Context: an optimization exercise on an open-source flow, tuned for small area, a short achievable clock period and few clock cycles. The choices shown serve that exercise and are no tape-out recipe. The RTL was checked by simulation tests, not by an equivalence proof against the original design. Power and IR drop assume default switching activity.

== P ==
// batbot_codec
module batbot_codec (
    input  wire       clk,
    input  wire       rst,           
    input  wire       rx_valid,
    input  wire [7:0] rx_data,
    input  wire       rx_last,
    output wire       rx_ready,
    output wire       tx_valid,
    output wire [7:0] tx_data,
    output wire       tx_last,
    input  wire       tx_ready,
    input  wire [3:0] enc_a,
    input  wire [3:0] enc_b
);
Size in the first run: roughly 490 flip-flops, ~27000 um2 of cells after synthesis.
clock: 10.0 ns
lec_check: 0
cap_margin: 20
core_margin: 2
core_utilization: 58
cts_buf_list: sky130_fd_sc_hd__clkbuf_16
cts_cluster_diameter: 60
cts_cluster_size: 22
place_density: 0.72
slew_margin: 20
standard.sh (not shown) runs the stock make flow with config.mk's settings and CLKGATE_MAP_FILE= SYNTH_SCRIPT=/design/flow/synth_recipe.tcl, a recipe that flattens the netlist after the stock synthesis.
==> flow/flow/run.sh <==
#!/bin/bash
# The standard layout, with two changes to how it is made:
#  - the port buffers are buf_4 cells
#  - repair_timing aims for more setup slack than the standard flow does
set -euo pipefail
bash standard.sh \
  "BUFFER_PORTS_ARGS=-buffer_cell sky130_fd_sc_hd__buf_4" \
  SETUP_SLACK_MARGIN=${MARGIN:-6.85} \
  finish > standard.log 2>&1
Testbench counts of P, summed over its fixed seeds: cycles 17,791.
#### Input delta (Q over P)
- PLACE_DENSITY changed from 0.72 to 0.5
- CORE_UTILIZATION changed from 58 to 25
Notes after the runs:
- Diff P -> Q: wire length after detailed routing now sits higher; chip width now sits higher; met1 capacity usage during global routing now sits lower.
- Delta(cell area, Q - P) > 0
#### Input delta (R over Q)
- CTS_BUF_LIST changed from sky130_fd_sc_hd__clkbuf_16 to sky130_fd_sc_hd__clkbuf_8
- CTS_CLUSTER_DIAMETER changed from 60 to 45
- CORE_UTILIZATION changed from 25 to 50
- PLACE_DENSITY changed from 0.5 to 0.65
- CTS_CLUSTER_SIZE changed from 22 to 18
[summary]
- Timing, DRC, antenna: 0 failures across Q and R
- Comparing the two runs side by side, R comes out ahead of Q on wire length of the first global-routing pass.
- Layout clock buffer count ended up about 80% higher on R than on Q.
- Re share of synthesized cell area in full adder, half adder and majority cells: no difference whatsoever between R and Q.
- Comparing Q and R, the lower shortest clock period the worst path allows after layout is on R.
- Maximum frequency: lower on Q
- Taking Q as the reference, in R global routing usage on met2 now larger; transition at the pin with the smallest max-transition slack now larger; total area of multi-input combinational cells now larger; utilization now larger; total power now larger.
Input changes introduced in S (baseline for comparison: R):
- CTS_BUF_LIST now sky130_fd_sc_hd__clkbuf_16, was sky130_fd_sc_hd__clkbuf_8
- CORE_UTILIZATION now 65, was 50
- CTS_CLUSTER_DIAMETER now 60, was 45
- PLACE_DENSITY now 0.8, was 0.65
- CTS_CLUSTER_SIZE now 22, was 18
diff --git a/flow/flow/run.sh b/flow/flow/run.sh
--- a/flow/flow/run.sh
+++ b/flow/flow/run.sh
@@ -8 +8 @@
-  SETUP_SLACK_MARGIN=${MARGIN:-6.85} \
+  SETUP_SLACK_MARGIN=${MARGIN:-7.0} \
Results
The run showing the greater proportion of cell area occupied by multi-input gates is S.
Compared with R, in S number of cells upsized or downsized after cts went up 170%, standard cell area after detailed placement went down 0.73%, area growth from synthesis to layout went up 1.1 points, count of clock buffers in the final design went down about 50%, worst-case hold slack went up 0.0089 ns.
Reported for R and S, critical path depth turned out identical to the last digit.
Looking at setup slack after placement, S sits 0.013 ns above R.
Horizontal die dimension is lower on S
From R to S, number of buffers between clock root and the deepest sink did not move at all.
### S -> T
- PLACE_DENSITY changed from 0.8 to 0.65
- CORE_UTILIZATION changed from 65 to 50
diff --git a/flow/flow/run.sh b/flow/flow/run.sh
--- a/flow/flow/run.sh
+++ b/flow/flow/run.sh
@@ -8 +8 @@
-  SETUP_SLACK_MARGIN=${MARGIN:-7.0} \
+  SETUP_SLACK_MARGIN=${MARGIN:-6.95} \
## What came out
Diff S -> T: worst-case setup margin in the final layout shrank by 0.027 ns; via count shrank by 5.5%; met2 global-route usage shrank by 10 points; clock-net power grew by 15%; power grew by about 1.1%. Measured against each other, T and S differ in flop-to-flop setup slack, the lower figure coming from S. [compare] base=S new=T: number of resized instances in the post-cts repair step down 39%; cell area after layout up 0.37%. The share of final layout cell area taken by non-clock buffers of T falls short of that of S by 0.55 points. Pin count of the biggest net entering global routing across T and S: no real change.

[afterwards: timing with drivers on the ports]
How much do the figures lean on ideal ports? The routed layouts below were timed once more, with nothing changed but the port constraints.
Step 1 (the two cells are an assumption about what drives the block):
set clk [get_ports {clk}]
set_driving_cell -lib_cell sky130_fd_sc_hd__clkbuf_16 $clk
set_driving_cell -lib_cell sky130_fd_sc_hd__buf_2 [delete_from_list [all_inputs] $clk]
Step 2 times the ports against the registers' clock, not the clock port: input delays grow and output delays shrink by t, the midpoint of the rising clock arrivals with the driver on.
a / b / c = ideal ports / drivers / drivers and shift; a / b = the first two.
| run | shift t [ns] | setup WS [ns] | hold slack, ns | worst setup path after step 2 | worst data-port slew with drivers (ns) |
|---|---|---|---|---|---|
| P | 0.635 | 6.798 / 6.740 / 6.230 | 0.471 / 0.471 / 0.471 | input to register | 0.06 |
| Q | 0.648 | 6.733 / 6.671 / 6.246 | 0.456 / 0.456 / 0.456 | input to register | 0.07 |
| R | 0.715 | 6.746 / 6.686 / 6.210 | 0.466 / 0.466 / 0.466 | input to register | 0.05 |
| S | 0.638 | 6.833 / 6.778 / 6.235 | 0.475 / 0.475 / 0.475 | input to register | 0.07 |
| T | 0.641 | 6.806 / 6.751 / 6.310 | 0.461 / 0.461 / 0.461 | input to register | 0.07 |
After both steps setup and hold are still met in every run listed. The setup slack of S, which loses most, moves by -0.055 ns with the drivers and by -0.598 ns with both steps.
